Context: an optimization exercise on an open-source flow, tuned for small area, a short achievable clock period and few clock cycles. The choices shown serve that exercise and are no tape-out recipe.
Function was checked by simulation only, so behaviour that the tests miss may differ from the original.
No activity file was given, so power comes from the tool's default toggle rates.

===== flow/run.sh =====
#!/bin/bash
# synth_recipe.tcl (not shown) runs the flow's synth.tcl, then flattens the netlist and writes it again
# the make line also repeats each setting of config.mk as NAME=value (left out here)
make -C /OpenROAD-flow-scripts/flow DESIGN_CONFIG=/design/flow/config.mk WORK_HOME=/design/flow/orfs CLKGATE_MAP_FILE= SYNTH_SCRIPT=/design/flow/synth_recipe.tcl finish

===== flow/config.mk =====
export PLATFORM = sky130hd
export DESIGN_NAME = tmc_decoder
export DESIGN_NICKNAME = tmc_decoder
export VERILOG_FILES = /design/flow/design.v
export SDC_FILE = /design/flow/constraint.sdc
export NUM_CORES = 4
export LEC_CHECK = 0
export CAP_MARGIN = 20
export CORE_MARGIN = 2
export CORE_UTILIZATION = 40
export SLEW_MARGIN = 20

===== flow/constraint.sdc =====
create_clock -name core_clock -period 8.0 [get_ports {clk}]
set_input_delay 1.6000 -clock core_clock [delete_from_list [all_inputs] [get_ports {clk}]]
set_output_delay 1.6000 -clock core_clock [all_outputs]
set_load 0.01 [all_outputs]

===== flow/design.v =====
module tmc_decoder (
    input  wire         clk,
    input  wire         rst,
    input  wire         in_valid,
    output wire         in_ready,
    input  wire [1:0]   in_op,        
    input  wire         in_clk,
    input  wire         in_dat,
    input  wire         in_stb,
    input  wire         cfg_clk_present,
    input  wire         cfg_dat_present,
    input  wire         cfg_stb_present,
    input  wire [31:0]  cfg_samplerate,
    input  wire [1:0]   cfg_radix,
    output wire         out_valid,
    input  wire         out_ready,
    output reg  [3:0]   out_kind,
    output reg  [15:0]  out_ss,
    output reg  [15:0]  out_es,
    output reg  [7:0]   out_val,
    output reg  [3:0]   out_nbits,
    output reg  [263:0] out_blist,    
    output reg  [47:0]  out_rate,
    output wire [1:0]   status_err,
    output wire [1:0]   out_radix
);
    localparam [1:0] FIND_START = 2'd0, FIND_DATA = 2'd1,
                     FIND_ACK   = 2'd2, FIND_STOP = 2'd3;
    localparam [3:0] K_START = 4'd1, K_STOP = 4'd2, K_BIT = 4'd3,
                     K_COMMAND = 4'd4, K_DATA = 4'd5, K_ACK = 4'd6,
                     K_NACK = 4'd7, K_BITRATE = 4'd8;
    localparam [2:0] OP_START = 3'd0, OP_BIT2W = 3'd1, OP_BIT3W = 3'd2,
                     OP_STOP  = 3'd3, OP_ACK   = 3'd4, OP_NACK  = 3'd5;
    localparam [3:0] PH_IDLE  = 4'd0, PH_START = 4'd1, PH_BIT  = 4'd2,
                     PH_FBITS = 4'd3, PH_BYTE  = 4'd4, PH_MUL  = 4'd5,
                     PH_DIV   = 4'd6, PH_RATE  = 4'd7, PH_STOP = 4'd8,
                     PH_ACK   = 4'd9;
    reg  [1:0]  state;
    reg         variant;         
    reg  [3:0]  bit_count;
    reg  [7:0]  value;
    reg         bit_v  [0:7];
    reg  [15:0] bit_ss [0:7];
    reg  [15:0] bit_es [0:7];
    reg         byte_seen;       
    reg  [15:0] byte_ss;
    reg  [15:0] ack_ss;
    reg  [15:0] pdu_ss;
    reg  [15:0] pdu_bit_count;
    reg  [15:0] sn;
    reg  [2:0]  prev;            
    reg         started;
    reg  [1:0]  err;
    reg         c_stb;
    reg  [31:0] c_rate;
    reg  [1:0]  c_radix;
    reg  [3:0]  phase;
    reg  [2:0]  op;
    reg  [2:0]  em_idx;          
    reg  [3:0]  em_n;            
    reg         cur_d;           
    reg  [47:0] dividend;        
    reg  [15:0] remainder;
    reg  [15:0] divisor;
    reg  [5:0]  div_cnt;
    assign in_ready   = (phase == PH_IDLE);
    assign out_valid  = (phase != PH_IDLE) && (phase != PH_MUL) && (phase != PH_DIV);
    assign status_err = err;
    assign out_radix  = c_radix;
    wire cur_stb  = c_stb & in_stb;
    wire stb_fall = c_stb &  prev[2] & ~cur_stb;
    wire stb_rise = c_stb & ~prev[2] &  cur_stb;
    wire dat_fall =  prev[1] & ~in_dat;
    wire dat_rise = ~prev[1] &  in_dat;
    wire clk_rise = ~prev[0] &  in_clk;
    wire clk_fall =  prev[0] & ~in_clk;
    wire is_start_3w = (state == FIND_START) && stb_fall;
    wire is_start_2w = (state == FIND_START) && !stb_fall && in_clk && dat_fall;
    wire is_stop     = ((state == FIND_DATA) || (state == FIND_STOP)) &&
                       (stb_rise || (in_clk && dat_rise));
    wire is_bit      = (state == FIND_DATA) && !is_stop && clk_rise;
    wire is_ack      = (state == FIND_ACK) && clk_fall;
    wire take        = in_valid && in_ready;
    wire take_reset  = take && (in_op == 2'd1);
    wire take_sample = take && (in_op == 2'd0);
    wire running     = started && (err == 2'd0);
    wire rec_taken   = out_valid && out_ready;
    wire [2:0] last_idx = bit_count[2:0] - 3'd1;
    wire [15:0] k = sn - pdu_ss - 16'd1;
    wire [16:0] rem_shift = {remainder[15:0], dividend[47]};
    wire        rem_ge    = (rem_shift >= {1'b0, divisor});
    wire [16:0] rem_next  = rem_ge ? (rem_shift - {1'b0, divisor}) : rem_shift;
    integer i;
    always @(*) begin
        out_kind  = 4'd0;
        out_ss    = 16'd0;
        out_es    = 16'd0;
        out_val   = 8'd0;
        out_nbits = 4'd0;
        out_blist = 264'd0;
        out_rate  = 48'd0;
        case (phase)
            PH_START: begin
                out_kind = K_START;
                out_ss   = sn;
                out_es   = sn;
            end
            PH_BIT, PH_FBITS: begin
                out_kind = K_BIT;
                out_ss   = bit_ss[em_idx];
                out_es   = bit_es[em_idx];
                out_val  = {7'd0, bit_v[em_idx]};
            end
            PH_BYTE: begin
                out_kind  = byte_seen ? K_DATA : K_COMMAND;
                out_ss    = byte_ss;
                out_es    = sn;
                out_val   = value;
                out_nbits = em_n;
                for (i = 0; i < 8; i = i + 1)
                    if (i < em_n)
                        out_blist[33*i +: 33] = {bit_es[i], bit_ss[i], bit_v[i]};
            end
            PH_RATE: begin
                out_kind = K_BITRATE;
                out_ss   = byte_ss;
                out_es   = sn;
                out_rate = dividend;
            end
            PH_STOP: begin
                out_kind = K_STOP;
                out_ss   = sn;
                out_es   = sn;
            end
            PH_ACK: begin
                out_kind = (op == OP_NACK) ? K_NACK : K_ACK;
                out_ss   = ack_ss;
                out_es   = sn;
            end
            default: ;
        endcase
    end
    always @(posedge clk) begin
        if (rst || take_reset) begin
            state         <= FIND_START;
            variant       <= 1'b0;
            bit_count     <= 4'd0;
            value         <= 8'd0;
            byte_seen     <= 1'b0;
            byte_ss       <= 16'd0;
            ack_ss        <= 16'd0;
            pdu_ss        <= 16'd0;
            pdu_bit_count <= 16'd0;
            sn            <= 16'd0;
            prev          <= 3'd0;
            started       <= 1'b0;
            err           <= 2'd0;
            c_stb         <= 1'b0;
            c_rate        <= 32'd0;
            c_radix       <= 2'd0;
            phase         <= PH_IDLE;
            op            <= OP_START;
            em_idx        <= 3'd0;
            em_n          <= 4'd0;
            cur_d         <= 1'b0;
        end else if (phase == PH_IDLE) begin
            if (take_sample && !started) begin
                started <= 1'b1;
                c_stb   <= cfg_stb_present;
                c_rate  <= cfg_samplerate;
                c_radix <= cfg_radix;
                if (!cfg_clk_present || !cfg_dat_present)
                    err <= 2'd1;
                else if (cfg_samplerate == 32'd0)
                    err <= 2'd2;
                else begin
                    sn   <= 16'd0;
                    prev <= {cfg_stb_present & in_stb, in_dat, in_clk};
                end
            end else if (take_sample && running) begin
                sn   <= sn + 16'd1;
                prev <= {cur_stb, in_dat, in_clk};
                if (is_start_3w || is_start_2w) begin
                    variant       <= is_start_3w;
                    pdu_ss        <= sn + 16'd1;
                    pdu_bit_count <= 16'd0;
                    byte_seen     <= 1'b0;
                    bit_count     <= 4'd0;
                    value         <= 8'd0;
                    state         <= FIND_DATA;
                    op            <= OP_START;
                    phase         <= PH_START;
                end else if (is_stop) begin
                    op <= OP_STOP;
                    if (variant && bit_count != 4'd0) begin
                        bit_es[last_idx] <= sn + 16'd1;
                        em_idx <= 3'd0;
                        em_n   <= bit_count;
                        phase  <= PH_FBITS;
                    end else begin
                        phase  <= PH_MUL;
                    end
                end else if (is_bit && !variant) begin
                    pdu_bit_count <= pdu_bit_count + 16'd1;
                    op <= OP_BIT2W;
                    em_n <= (bit_count == 4'd8) ? 4'd8 : 4'd0;
                    if (bit_count != 4'd0) begin
                        bit_es[last_idx] <= sn + 16'd1;
                        em_idx <= bit_count[2:0] - 3'd1;
                        phase  <= PH_BIT;
                    end
                    if (bit_count == 4'd0)
                        byte_ss <= sn + 16'd1;
                    if (bit_count != 4'd8) begin
                        bit_v [bit_count[2:0]] <= in_dat;
                        bit_ss[bit_count[2:0]] <= sn + 16'd1;
                        bit_es[bit_count[2:0]] <= sn + 16'd1;
                        bit_count <= bit_count + 4'd1;
                        value     <= {in_dat, value[7:1]};
                    end
                end else if (is_bit && variant) begin
                    pdu_bit_count <= pdu_bit_count + 16'd1;
                    if (bit_count == 4'd8) begin
                        bit_es[7] <= sn + 16'd1;
                        cur_d  <= in_dat;
                        em_idx <= 3'd0;
                        em_n   <= 4'd8;
                        op     <= OP_BIT3W;
                        phase  <= PH_FBITS;
                    end else begin
                        if (bit_count != 4'd0)
                            bit_es[last_idx] <= sn + 16'd1;
                        else
                            byte_ss <= sn + 16'd1;
                        bit_v [bit_count[2:0]] <= in_dat;
                        bit_ss[bit_count[2:0]] <= sn + 16'd1;
                        bit_es[bit_count[2:0]] <= sn + 16'd1;
                        bit_count <= bit_count + 4'd1;
                        value     <= {in_dat, value[7:1]};
                    end
                end else if (is_ack) begin
                    op    <= in_dat ? OP_NACK : OP_ACK;
                    state <= FIND_DATA;
                    phase <= PH_ACK;
                end
            end
        end else begin
            case (phase)
                PH_START, PH_STOP, PH_ACK: begin
                    if (rec_taken) begin
                        phase <= PH_IDLE;
                        if (phase == PH_STOP) begin
                            bit_count <= 4'd0;
                            value     <= 8'd0;
                            state     <= FIND_START;
                        end
                    end
                end
                PH_BIT: begin
                    if (rec_taken) begin
                        if (em_n == 4'd8)
                            phase <= PH_BYTE;
                        else
                            phase <= PH_IDLE;
                    end
                end
                PH_FBITS: begin
                    if (rec_taken) begin
                        if ({1'b0, em_idx} == em_n - 4'd1)
                            phase <= PH_BYTE;
                        else
                            em_idx <= em_idx + 3'd1;
                    end
                end
                PH_BYTE: begin
                    if (rec_taken) begin
                        byte_seen <= 1'b1;
                        bit_count <= 4'd0;
                        value     <= 8'd0;
                        case (op)
                            OP_BIT2W: begin
                                ack_ss <= sn;
                                state  <= FIND_ACK;
                                phase  <= PH_IDLE;
                            end
                            OP_BIT3W: begin
                                byte_ss   <= sn;
                                bit_v[0]  <= cur_d;
                                bit_ss[0] <= sn;
                                bit_es[0] <= sn;
                                bit_count <= 4'd1;
                                value     <= {cur_d, 7'd0};
                                phase     <= PH_IDLE;
                            end
                            default: phase <= PH_MUL;    
                        endcase
                    end
                end
                PH_MUL: begin
                    if (k == 16'd0) begin
                        phase <= PH_STOP;
                    end else begin
                        dividend  <= pdu_bit_count * c_rate;
                        remainder <= 16'd0;
                        divisor   <= k;
                        div_cnt   <= 6'd0;
                        phase     <= PH_DIV;
                    end
                end
                PH_DIV: begin
                    remainder <= rem_next[15:0];
                    dividend  <= {dividend[46:0], rem_ge};
                    div_cnt   <= div_cnt + 6'd1;
                    if (div_cnt == 6'd47)
                        phase <= PH_RATE;
                end
                PH_RATE: begin
                    if (rec_taken)
                        phase <= PH_STOP;
                end
                default: phase <= PH_IDLE;
            endcase
        end
    end
endmodule

==> results.txt <==
Global routing:
- The wire length of the first global-routing pass is ~220000 um.
- Entering global routing, the biggest net connects around 90 pins.
- Global routing consumed, over all layers together, about a quarter of the routing resources.
- The most heavily used metal layer in global routing is met2.
- In the global route stage, met1 resource usage came out at between 30% and 40%.
- The initial antenna violation count is 14.
- For this run, global-route usage on met3 was measured as 7.63%.
- The number of global-route vias before repair is between 30k and 40k.
- The global routing usage on met2 is 42.1%.
- The leftover overflow at the end of global routing is 0.

Clocking:
- Gates resized during post-CTS repair numbered 0.
- The clock latency reported for the late side of the worst-skew pair is between 0.6 and 0.7 ns.
- The H-tree was split into 2 levels.
- The tree is rooted in a sky130_fd_sc_hd__clkbuf_16.
- The total clock buffers created by CTS is just under 60.
- The TritonCTS sink count is just over 500.
- The number of buffers on the longest clock path is 3.
- The CTS tree is yes.
- The number of buffers inserted by hold repair at cts is 0.
- After clock tree synthesis, the setup repair step added 0 buffers.
- After clock tree synthesis, the clock-pin slew on the worst setup and hold paths is about 0.060 ns.

Synthesis:
- The synthesized netlist net count is 4967.
- The number of cells produced by synthesis is approximately 4.3k.
- After synthesis the netlist holds a flip-flop and latch count of 505.
- The most used flip-flop cell after synthesis is sky130_fd_sc_hd__edfxtp_1.
- After synthesis, the share of flip-flops with an asynchronous set or reset is 0%.
- The synthesized netlist occupies a cell area of around 0.042 sq mm.
- The average cell area after synthesis is roughly 10 sq um.
- The sequential cell area fraction in the yosys report is between 30 and 40%.
- The number of flops mapped to enable cells by yosys is 350.
- The synthesis warning total is 1.
- The unique cell type count in the Yosys netlist is 90.

Floorplan:
- The number of rows in the core area is about 120.
- The floorplan die width is 329 um.
- The die covers approximately 0.11 sq mm.
- From bottom edge to top edge, the die measures 329 um.
- In this run the count of I/O pins placed on the die edge is 412.
- The area of the placeable core is 0.105 sq mm.
- Once the floorplan was initialized, standard cells occupied around two fifths of the core.

Timing:
- The transition time at the pin with the least slew margin is between 1 and 1.5 ns.
- The final hold slack is around 0.45 ns.
- Dividing the final minimum period by the clock period gives between 80% and 90%.
- Setup repair after global routing left no endpoint under its margin.
- Counting I/O delays and the setup requirement, the final critical path takes 7.15 ns.
- The max-slew violation count is 0.
- For the final database, setup skew stands at 0.0491 ns.
- The number of endpoints with negative hold slack in the final report is 0.
- For the final routed database, the setup TNS stands at 0 ns.
- Setup violations remaining at the end of the flow were counted as 0.
- Headroom to the max-slew limit came out at between 20% and 30%.
- Timing would allow up to around 140 MHz.

Cells and area:
- From synthesis to final layout, the design area changed by 18.2%.
- The filler cells instantiated in the layout total between 10k and 15k.
- With fillers left out, the area of the finished cells amounts to 0.0501 sq mm.
- Of the cells placed in the final design, the portion with a size suffix greater than 1 is between 7 and 8%.
- The post-layout net count is about 5.2k.
- The leading cell type in the layout, fill and taps excluded is sky130_fd_sc_hd__nand2_1.
- The top cell types in the final layout, fill and taps aside, are sky130_fd_sc_hd__nand2_1, sky130_fd_sc_hd__and2_1, sky130_fd_sc_hd__inv_1, sky130_fd_sc_hd__fa_1, sky130_fd_sc_hd__clkdlybuf4s50_1.

Critical path:
- The setup path with the least slack is of type reg2reg.
- Data on the critical path arrives at its endpoint at between 7 and 8 ns.
- The endpoint identified for the worst register-to-register timing path is dividend[44].
- The data required time of the worst path is 8.39 ns.
- Counting cells, the worst reg-to-reg path comes to 20.
- The critical path launch point type is a flip-flop.
- The kind of end point of the critical path is a flip-flop.
- The start of the worst register-to-register path is pdu_bit_count[7].
- Of all nets on the critical path, the largest fanout is 21.
- For flop-to-flop paths, the worst setup slack is around 0.85 ns.

Worst hold path:
- The capture endpoint of the worst hold path is c_rate[30].
- The number of cells on the worst hold path is 2.
- The worst hold path begins at c_rate[30].
- The path class of the tightest hold or removal check is reg2reg.

Detailed routing:
- The detailed-route DRC error count is 0.
- The remaining number of nets flagged by the antenna check after routing is 0.
- The final route contains about 33k vias.
- After detailed routing, the total wire length is 144000 um.
- The first detailed-routing pass ran for 6 iterations.
- Dividing the detail-routed wire length by the instance count gives 23.7 um.
- The iteration-0 DRC count of the detailed router is 3140.
- The post-detailed-route via-to-cell ratio is 5.43.

Pwr:
- The worst ir drop on vdd is roughly 0.00020 V.
- Summed over all cells, the static leakage comes to slightly below 20 nW.
- For this design the ratio of total power to cell area is about 110 mW/mm^2.

Placed design:
- Summing all placed instances gives a cell area of between 0.04 and 0.05 sq mm.
- The port buffer count is around 410.
- The global placement routability congestion is 0.929.
- The post-detailed-placement half-perimeter wirelength is 107000 um.

Flow run:
- The tool flagged a number of max-cap violations equal to 0.

Status:
- The flow ran to the end and the layout has no timing, DRC or antenna violations.
[worst max-delay path by stage]
stage | from | slack (ns) | end | depth (start not counted)
after global placement | pdu_bit_count[7] | 0.93 | dividend[44] | 20
after floorplan | sn[1] | 1.10 | div_cnt[0] | 10
after global routing | pdu_bit_count[7] | 0.34 | dividend[40] | 20
final | pdu_bit_count[7] | 0.85 | dividend[44] | 20
after CTS | pdu_bit_count[7] | 0.83 | dividend[44] | 20
after detailed placement | pdu_bit_count[7] | 0.84 | dividend[44] | 20
[per-layer routing]
metal / up-vias / share of wire (%)
met1: 16600 / 41
met2: 1348 / 46
met4: 14 / 2.4
li1: 14700 / -
met3: 190 / 10
met5: - / 0.060
[Yosys cell counts (6+ instances only)]
master                       n  area (sq um)
sky130_fd_sc_hd__a21oi_1   187           936
sky130_fd_sc_hd__xnor2_1   152          1330
sky130_fd_sc_hd__dfxtp_1   155          3100
sky130_fd_sc_hd__nor4_1     14          87.6
sky130_fd_sc_hd__clkbuf_1  238           893
sky130_fd_sc_hd__buf_1      36           135
sky130_fd_sc_hd__ha_1      161          2010
sky130_fd_sc_hd__and2_1    496          3100
sky130_fd_sc_hd__a311oi_1    6          52.6
sky130_fd_sc_hd__or3_1      19           119
sky130_fd_sc_hd__mux2i_1    48           480
sky130_fd_sc_hd__nor2_1    187           702
sky130_fd_sc_hd__fa_1      420          8410
sky130_fd_sc_hd__nand2b_1   19           119
sky130_fd_sc_hd__o211ai_1    8          60.1
sky130_fd_sc_hd__xor2_1    105           920
sky130_fd_sc_hd__nor2b_1    16           100
sky130_fd_sc_hd__nand4_1    16           100
sky130_fd_sc_hd__nand2_2     6          37.5
sky130_fd_sc_hd__edfxtp_1  350         10500
sky130_fd_sc_hd__a21boi_0    6          45.0
sky130_fd_sc_hd__inv_1     494          1850
sky130_fd_sc_hd__and3_1     55           344
sky130_fd_sc_hd__or2_2       7          43.8
sky130_fd_sc_hd__buf_2      17          85.1
sky130_fd_sc_hd__o21ai_0   133           666
sky130_fd_sc_hd__a222oi_1   16           160
sky130_fd_sc_hd__a31oi_1    16           100
sky130_fd_sc_hd__or4_1       6          45.0
sky130_fd_sc_hd__nand2_1   588          2210
sky130_fd_sc_hd__a21o_1     32           240
sky130_fd_sc_hd__nor3_1     32           160
sky130_fd_sc_hd__a211oi_1   25           188
sky130_fd_sc_hd__o22ai_1    22           138
sky130_fd_sc_hd__nand3_1    59           295
sky130_fd_sc_hd__mux4_2     66          1490
sky130_fd_sc_hd__o21bai_1   14           105
sky130_fd_sc_hd__o21a_1      8          60.1
[logic make-up (layout without fill, tap and decap cells)]
group / Yosys count / in the layout / share of synthesized area (%)
mux: 116 / 116 / 4.69
xor+xnor: 257 / 257 / 5.31
other cells: 0 / 5 / 0
flops: 505 / 505 / 32.1
simple gates: 1556 / 1556 / 18.3
compound gates: 533 / 533 / 7.79
buf+inv: 792 / 1123 / 7.14
fa+ha+maj: 581 / 581 / 24.6
[metrics by stage]
step	std cells	power (W)	util, %	setup slack, ns
2_1_floorplan	4340	0.00288	-	1.10
3_3_place_gp	5952	0.00294	45.7	0.930
3_5_place_dp	5952	0.00294	45.8	0.842
4_1_cts	6062	0.00573	47.7	0.830
5_1_grt	6064	0.00583	47.7	0.337
6_report	6067	0.00570	47.7	0.852
[state kept, by name, indices dropped and copies added, names as in the netlist, 2 cells and up, named ones only]
name,flops
bit_es,128
bit_ss,128
dividend,48
c_rate,32
ack_ss,16
byte_ss,16
divisor,16
pdu_bit_count,16
pdu_ss,16
remainder,16
sn,16
bit_v,8
value,8
div_cnt,6
bit_count,4
em_n,4
phase,4
em_idx,3
op,3
prev,3
c_radix,2
err,2
state,2
[layout make-up]
class / instances / area, sq um / area share (%)
multi-input combinational: 3043 / 26000 / 51.8
tap: 1391 / 1740 / 3.47
clock buffer: 74 / 1590 / 3.18
timing repair buffer: 518 / 4930 / 9.84
sequential: 505 / 13600 / 27.2
antenna: 5 / 12.5 / 0.0250
inverter: 495 / 1860 / 3.71
clock inverter: 36 / 399 / 0.797
[worst max-delay path: stages (launching register included)]
cell	delay, ns
sky130_fd_sc_hd__dfxtp_1	0.87
sky130_fd_sc_hd__nand2_1	0.18
sky130_fd_sc_hd__fa_1	0.57
sky130_fd_sc_hd__inv_1	0.05
sky130_fd_sc_hd__fa_1	0.50
sky130_fd_sc_hd__fa_1	0.60
sky130_fd_sc_hd__fa_1	0.44
sky130_fd_sc_hd__fa_1	0.49
sky130_fd_sc_hd__inv_1	0.05
sky130_fd_sc_hd__fa_1	0.47
sky130_fd_sc_hd__inv_1	0.04
sky130_fd_sc_hd__ha_1	0.42
sky130_fd_sc_hd__nand2_1	0.11
sky130_fd_sc_hd__nor3_1	0.40
sky130_fd_sc_hd__nand2_1	0.09
sky130_fd_sc_hd__a2111oi_0	0.66
sky130_fd_sc_hd__nor2_1	0.16
sky130_fd_sc_hd__o21ai_1	0.32
sky130_fd_sc_hd__a211oi_1	0.17
sky130_fd_sc_hd__mux2_2	0.25
sky130_fd_sc_hd__nor2_1	0.04
[power by group]
part           switching [W]  internal, W
clock                0.00120      0.00161
combinational      0.0000587    0.0000373
sequential         0.0000230      0.00276
total                0.00128      0.00441
Testbench counts, summed over its fixed seeds: cycles 77,090.

-- static timing again, ports no longer ideal --
In the flow no input, the clock included, has a driving cell. The finished layout below was timed again as built, in two steps.
Step 1, drivers: a clkbuf_16 drives clk and a buf_2 each remaining input, both assumed.
Step 2 times the ports against the registers' clock, not the clock port: input delays grow and output delays shrink by t, the midpoint of the rising clock arrivals with the driver on.
Slacks: ideal ports / drivers / drivers and shift; pairs: ideal ports / drivers.
t (ns): 0.734
setup WS [ns]: 0.852 / 0.852 / 0.852
clock arrival spread, ns: 0.055 / 0.055
After both steps setup and hold are still met in this run. For this run, drivers alone change the setup slack by 0.000 ns; drivers and shift together by 0.000 ns.
